Background: an optimization exercise with open tools, aiming at small area, a short achievable clock period and few clock cycles per item. Do not read the settings as production practice.
Where RTL was checked, it was by simulation tests only, not by an equivalence proof against the original.
No activity file was given, so power comes from the tool's default toggle rates.

rev 12:
## fpc_sink
module fpc_sink (
    input  wire        clk,
    input  wire        rst,
    input  wire        in_valid,
    output wire        in_ready,
    input  wire [31:0] in_data,       
    input  wire [2:0]  in_nbytes,     
    input  wire        in_sop,        
    input  wire        in_eop,        
    input  wire        in_fd,         
    input  wire        in_keep,       
    output reg         out_valid,
    input  wire        out_ready,
    output wire [10:0] out_apid,
    output wire [2:0]  out_ver,
    output wire        out_type,
    output wire        out_shf,
    output wire [1:0]  out_sf,
    output wire [13:0] out_cnt,
    output wire [16:0] out_len,
    output wire [31:0] out_rx,
    output wire        out_short,
    output wire        out_long,
    output wire        out_no_trailer,
    output reg         out_crc_fail,
    output reg         out_saved,
    output wire [15:0] out_crc_rx,
    output wire [15:0] out_crc_calc,
    output wire        out_fd,
    output wire        out_group_end,
    output reg  [31:0] cnt_saved,
    output reg  [31:0] cnt_crcfail
);
Size: ~230 I/O pins.
clock: 8.0 ns
lec_check: 0
abc_clock_period_in_ps: 3300
cap_margin: 20
core_margin: 2
core_utilization: 40
setup_slack_margin: 5.0
slew_margin: 20
standard.sh (not shown) runs the stock make flow with config.mk's settings and CLKGATE_MAP_FILE= SYNTH_SCRIPT=/design/flow/synth_recipe.tcl, a recipe that flattens the netlist after the stock synthesis.
==> flow/flow/run.sh <==
#!/bin/bash
# Standard layout, with the port buffers made from a plain buffer cell
# (buffer_ports otherwise picks the delay cell clkdlybuf4s50_1).
set -euo pipefail
export BUFFER_PORTS_ARGS="-buffer_cell sky130_fd_sc_hd__buf_2"
bash standard.sh > standard_flow.log 2>&1
Testbench counts of rev 12, summed over its fixed seeds: cycles 102,698, bytes 368,401.
Edits applied to the flow inputs when going from rev 12 to rev 13:
diff --git a/flow/design.v b/flow/design.v
--- a/flow/design.v
+++ b/flow/design.v
@@ -105,17 +105,17 @@
         hb_w = (h <= n) && ({1'b0, n} <= {1'b0, h} + 4'd3);
     endfunction
     reg [31:0] b_data;
     reg [1:0]  b_a;           
     reg [3:0]  b_mt;          
     reg [2:0]  b_m;           
     reg        b_hdone;       
-    reg        b_sop, b_eop;
+    reg        b_sop, b_eop, b_fd, b_keep;
     reg [15:0] rem;           
-    wire [5:0] rem_gt;        
+    reg [5:0]  rem_gt;        
     reg        shrt;          
     reg        lng;           
     reg        nt;            
     reg [31:0] rx;
     reg [7:0]  trl_hi, trl_lo;
     reg        r_fd, r_keep;
     assign out_ver        = hdr[31:29];
@@ -134,15 +134,14 @@
     assign out_fd         = r_fd;
     wire [5:0]  len_gt;                                    
     wire [5:0]  q_gt;
     genvar gj;
     generate
         for (gj = 0; gj < 6; gj = gj + 1) begin : g_q
             assign len_gt[gj] = (len[15:3] != 13'd0) || (len[2:0] >= gj);
-            assign rem_gt[gj] = (rem[15:3] != 13'd0) || (rem[2:0] >= gj);
             assign q_gt[gj]   = b_hdone ? len_gt[gj] : rem_gt[gj];
         end
     endgenerate
     wire        nt0   = b_hdone ? (len[15:0] == 16'd0) : nt;
     wire [31:0] l_inc16 = inc32({16'd0, len[15:0]});
     wire [3:0]  pt    = {4{shrt}} & b_mt & q_gt[5:2];
     wire [3:0]  kt    = {4{shrt && !nt0}} & b_mt & q_gt[3:0];
@@ -159,14 +158,23 @@
             gtab = 1'b0;
             for (xx = 0; xx < 16; xx = xx + 1)
                 for (mm = 0; mm < 5; mm = mm + 1)
                     if (x == xx && m == mm)
                         gtab = (xx > j + mm);
         end
     endfunction
+    wire        r_hi   = (rem[15:4] != 12'd0);
+    wire        l_hi   = (len[15:4] != 12'd0);
+    wire [5:0]  rem_gt_n;
+    generate
+        for (gj = 0; gj < 6; gj = gj + 1) begin : g_r
+            assign rem_gt_n[gj] = b_hdone ? (l_hi || gtab(len[3:0], b_m, gj - 1))
+                                          : (r_hi || gtab(rem[3:0], b_m, gj - 1));
+        end
+    endgenerate
     wire [3:0]  x_lo  = {1'b0, rx[2:0]} + {1'b0, b_m};
     wire [28:0] x_up  = inc32({3'd0, rx[31:3]});
     wire        x_sat = x_lo[3] && (rx[31:3] == 29'h1FFF_FFFF);
     wire [31:0] rx_n  = b_sop ? 32'd0 : x_sat ? 32'hFFFF_FFFF :
                         {x_lo[3] ? x_up : rx[31:3], x_lo[2:0]};
     wire [31:0] d_al  = b_data << {b_a, 3'b000};
     wire [31:0] d_msk = {{8{pt[0]}}, {8{pt[1]}}, {8{pt[2]}}, {8{pt[3]}}};
@@ -193,20 +201,18 @@
         b_data  <= in_data;
         b_a     <= i_a;
         b_mt    <= acc_nr ? i_mt : 4'd0;
         b_m     <= acc_nr ? i_m : 3'd0;
         b_hdone <= acc_nr && i_hdone;
         b_sop   <= acc_nr && in_sop;
         b_eop   <= acc_nr && in_eop;
+        b_fd    <= in_fd;
+        b_keep  <= in_keep;
         if (acc) begin
             hc <= i_hc1;
-            if (in_eop) begin
-                r_fd   <= in_fd;
-                r_keep <= in_keep;
-            end
             if (in_sop || hb_w(3'd0, hc))
                 hdr[31:24] <= in_data[31:24];
             if (in_sop || hb_w(3'd1, hc))
                 hdr[23:16] <= in_sop ? in_data[23:16] : lane(in_data, 2'd1 - hc[1:0]);
             if (in_sop || hb_w(3'd2, hc))
                 hdr[15:8]  <= in_sop ? in_data[15:8]  : lane(in_data, 2'd2 - hc[1:0]);
             if (in_sop || hb_w(3'd3, hc))
@@ -220,27 +226,32 @@
         end
         begin
             if (b_hdone) begin
                 len <= l_inc16;
                 nt  <= nt0;
             end
             rem  <= rem_x;
+            rem_gt <= rem_gt_n;
             shrt <= b_sop || (shrt && !to_full);
             lng  <= !b_sop && (lng || to_long);
             rx   <= rx_n;
             if (b_sop) begin
                 trl_hi <= 8'd0;
                 trl_lo <= 8'd0;
             end else begin
                 if (kt[0]) begin
                     trl_lo <= kt[3] ? d_al[7:0] : kt[2] ? d_al[15:8] :
                               kt[1] ? d_al[23:16] : d_al[31:24];
                     trl_hi <= kt[3] ? d_al[15:8] : kt[2] ? d_al[23:16] :
                               kt[1] ? d_al[31:24] : trl_lo;
                 end
+            end
+            if (b_eop) begin
+                r_fd   <= b_fd;
+                r_keep <= b_keep;
             end
         end
         c_data <= d_al & d_msk;
         c_p    <= {pt[3], pt[2] & ~pt[3], pt[1] & ~pt[2], pt[0] & ~pt[1], ~pt[0]};
         c_sop  <= b_sop;
         c_eop  <= b_eop;
         if (c_sop)
- Sequential power came out higher on rev 13 than on rev 12.
- Comparing rev 12 and rev 13, fraction of synthesized area in multiplexers is lower on rev 12.
- The hold slack in rev 13 was lower than what rev 12 gave.
- | combinational power | rev 12 vs rev 13 | ≈ equal |
- Comparing area of the die for rev 12 and rev 13, the bigger number came from rev 13.
- Power: rev 13 draws more than rev 12
- When rev 13 is measured against rev 12, its filler cell count turns out 9.5% higher.
- A dominant combinational cell family by area after synthesis of simple AND/OR/NAND/NOR gates is what rev 13 shows, while compound AO/OA/AOI/OAI gates belongs to rev 12.
- Diff rev 12 -> rev 13: via count of the first global-routing pass now larger; switching power share of the total now larger; utilization now smaller.
- As of rev 13, design area had risen by a few percent compared to rev 12.
- The run showing the greater clock power share is rev 12.
- In the metrics for rev 12 and rev 13, the one carrying the higher combinational group share of total power is rev 12.
- Via density per instance in rev 13 is 0.019 above rev 12.
Testbench counts of rev 13, summed over its fixed seeds: cycles 102,698, bytes 368,401.

---

## the baseline
fpc_sink, a different RTL version from the one above (not shown whole).
For scale: about 300 flip-flops, about 230 I/O pins, roughly 18000 um2 of cells after synthesis.
==> flow/design.v (excerpt) <==
module fpc_sink (
    input  wire        clk,
    input  wire        rst,
    input  wire        in_valid,
    output wire        in_ready,
    input  wire [31:0] in_data,       
    input  wire [2:0]  in_nbytes,     
    input  wire        in_sop,        
    input  wire        in_eop,        
    input  wire        in_fd,         
    input  wire        in_keep,       
    output reg         out_valid,
    input  wire        out_ready,
    output wire [10:0] out_apid,
    output wire [2:0]  out_ver,
    output wire        out_type,
    output wire        out_shf,
    output wire [1:0]  out_sf,
    output wire [13:0] out_cnt,
    output wire [16:0] out_len,
    output wire [31:0] out_rx,
    output wire        out_short,
    output wire        out_long,
    output wire        out_no_trailer,
    output reg         out_crc_fail,
    output reg         out_saved,
    output wire [15:0] out_crc_rx,
    output wire [15:0] out_crc_calc,
    output wire        out_fd,
    output wire        out_group_end,
    output reg  [31:0] cnt_saved,
    output reg  [31:0] cnt_crcfail
);
clock: 8.0 ns
lec_check: 0
abc_clock_period_in_ps: 3300
cap_margin: 20
core_margin: 2
core_utilization: 40
setup_slack_margin: 4.7
slew_margin: 20
run.sh (not shown) runs the stock make flow with config.mk's settings and CLKGATE_MAP_FILE= SYNTH_SCRIPT=/design/flow/synth_recipe.tcl, a recipe that flattens the netlist after the stock synthesis.
Stock flow here: none of the scripts above is used.
Here is what was changed in the inputs of the candidate compared with the baseline.
--- a/flow/design.v
+++ b/flow/design.v
@@ -65,16 +65,17 @@
         endcase
     endfunction
     function [2:0] min3(input [2:0] x, input [2:0] y);
         min3 = (x < y) ? x : y;
     endfunction
     reg        rdy;           
     assign in_ready = rdy;
     wire acc = in_valid & rdy;
+    wire acc_nr = acc & !rst;      
     reg [2:0]  hc;            
     reg [31:0] hdr;           
     reg [16:0] len;           
     function [12:0] itab(input [2:0] h0, input [2:0] nb);
         integer hh, nn, nd, aa, mm, k;
         reg [12:0] t;
         begin
             itab = 13'd0;
@@ -98,17 +99,16 @@
     wire [2:0]  i_hc1  = i_tab[12:10];
     wire [1:0]  i_a    = i_tab[9:8];
     wire [2:0]  i_m    = i_tab[7:5];
     wire [3:0]  i_mt   = i_tab[4:1];
     wire        i_hdone = i_tab[0];
     function hb_w(input [2:0] n, input [2:0] h);
         hb_w = (h <= n) && ({1'b0, n} <= {1'b0, h} + 4'd3);
     endfunction
-    reg        b_v;
     reg [31:0] b_data;
     reg [1:0]  b_a;           
     reg [3:0]  b_mt;          
     reg [2:0]  b_m;           
     reg        b_hdone;       
     reg        b_sop, b_eop, b_fd, b_keep;
     reg [16:0] rem;           
     reg [5:0]  rem_gt;        
@@ -202,21 +202,21 @@
     wire       v_ok    = !nt && ({trl_hi, trl_lo} == crc);
     wire       v_fail  = !shrt && !v_ok;
     wire       v_saved = !shrt && (v_ok || r_keep);
     wire [31:0] cs_inc = inc32(cnt_saved);
     wire [31:0] cf_inc = inc32(cnt_crcfail);
     always @(posedge clk) begin
         b_data  <= in_data;
         b_a     <= i_a;
-        b_mt    <= i_mt;
-        b_m     <= i_m;
-        b_hdone <= i_hdone;
-        b_sop   <= in_sop;
-        b_eop   <= in_eop;
+        b_mt    <= acc_nr ? i_mt : 4'd0;
+        b_m     <= acc_nr ? i_m : 3'd0;
+        b_hdone <= acc_nr && i_hdone;
+        b_sop   <= acc_nr && in_sop;
+        b_eop   <= acc_nr && in_eop;
         b_fd    <= in_fd;
         b_keep  <= in_keep;
         if (acc) begin
             hc <= i_hc1;
             if (in_sop || hb_w(3'd0, hc))
                 hdr[31:24] <= in_data[31:24];
             if (in_sop || hb_w(3'd1, hc))
                 hdr[23:16] <= in_sop ? in_data[23:16] : lane(in_data, 2'd1 - hc[1:0]);
@@ -226,17 +226,17 @@
                 hdr[7:0]   <= in_sop ? in_data[7:0]   : lane(in_data, 2'd3 - hc[1:0]);
             if (!in_sop && hb_w(3'd4, hc))
                 len[15:8]  <= lane(in_data, 2'd0 - hc[1:0]);
             if (!in_sop && hb_w(3'd5, hc)) begin
                 len[7:0]   <= lane(in_data, 2'd1 - hc[1:0]);
                 len[16]    <= 1'b0;
             end
         end
-        if (b_v) begin
+        begin
             if (b_hdone) begin
                 len <= l_inc16;
                 nt  <= nt0;
             end
             rem  <= rem_x;
             rem_gt <= rem_gt_n;
             shrt <= b_sop || (shrt && !to_full);
             lng  <= !b_sop && (lng || to_long);
@@ -253,38 +253,36 @@
                 end
             end
             if (b_eop) begin
                 r_fd   <= b_fd;
                 r_keep <= b_keep;
             end
         end
         c_data <= d_al & d_msk;
-        c_p    <= b_v ? {pt[3], pt[2] & ~pt[3], pt[1] & ~pt[2], pt[0] & ~pt[1], ~pt[0]} : 5'd1;
-        c_sop  <= b_v && b_sop;
-        c_eop  <= b_v && b_eop;
+        c_p    <= {pt[3], pt[2] & ~pt[3], pt[1] & ~pt[2], pt[0] & ~pt[1], ~pt[0]};
+        c_sop  <= b_sop;
+        c_eop  <= b_eop;
         if (c_sop)
             crc <= 16'hFFFF;
         else
             crc <= crc_nx;
         if (d_v && !v_fill) begin
             out_crc_fail <= v_fail;
             out_saved    <= v_saved;
         end
         if (rst) begin
             rdy         <= 1'b1;
-            b_v         <= 1'b0;
             c_sop       <= 1'b0;
             c_eop       <= 1'b0;
             d_v         <= 1'b0;
             out_valid   <= 1'b0;
             cnt_saved   <= 32'd0;
             cnt_crcfail <= 32'd0;
         end else begin
-            b_v <= acc;
             d_v <= c_eop;
             if (acc && in_eop)
                 rdy <= 1'b0;
             if (out_valid && out_ready) begin
                 out_valid <= 1'b0;
                 rdy       <= 1'b1;
             end
             if (d_v) begin
## What came out
The master of the slowest instance on the critical path comes out clkdlybuf4s50_1 in one run and a222oi_1 in the other, namely in the baseline and the candidate respectively.
Where final critical-path required period is concerned, the baseline is outperformed by the candidate.
Final hold slack ends up lower on the candidate.
The baseline → the candidate: fraction of synthesized area in multiplexers now smaller, simple-gate portion of the synthesized area now larger, number of buffers other than clock buffers in the final layout now smaller, internal power now smaller.
Where maximum frequency from static timing analysis is concerned, the baseline is outperformed by the candidate.
Between the baseline and the candidate, power density normalized to cell area is lower for the candidate, the baseline comes in above that.
No run of this note included a check of the RTL's function; only the layout flow was run.

re-timing with driven ports:
In the flow no input, the clock included, has a driving cell. The finished layouts below were timed again as built, in two steps.
Step 1 (the two cells are an assumption about what drives the block):
set clk [get_ports {clk}]
set_driving_cell -lib_cell sky130_fd_sc_hd__clkbuf_16 $clk
set_driving_cell -lib_cell sky130_fd_sc_hd__buf_2 [delete_from_list [all_inputs] $clk]
Step 2 moves the port delays by t, midway between the first and last clock arrival at a register: inputs arrive t later, outputs are due t later. That takes back most of the time a late clock gives input paths.
Three values: ideal ports, drivers, drivers and shift; two values: the first two.
run | t (ns) | setup WS [ns] | worst hold slack (ns)
rev 12 | 0.580 | 5.098 / 5.055 / 4.624 | 0.437 / 0.437 / 0.437
rev 13 | 0.592 | 5.081 / 5.063 / 4.603 | 0.403 / 0.403 / 0.403
the baseline | 0.611 | 4.666 / 4.610 / 4.264 | 0.407 / 0.407 / 0.407
the candidate | 0.607 | 4.719 / 4.685 / 4.131 | 0.402 / 0.402 / 0.402
After both steps every run listed still meets setup and hold. For the candidate, which loses most, drivers alone change the setup slack by -0.034 ns; drivers and shift together by -0.588 ns.
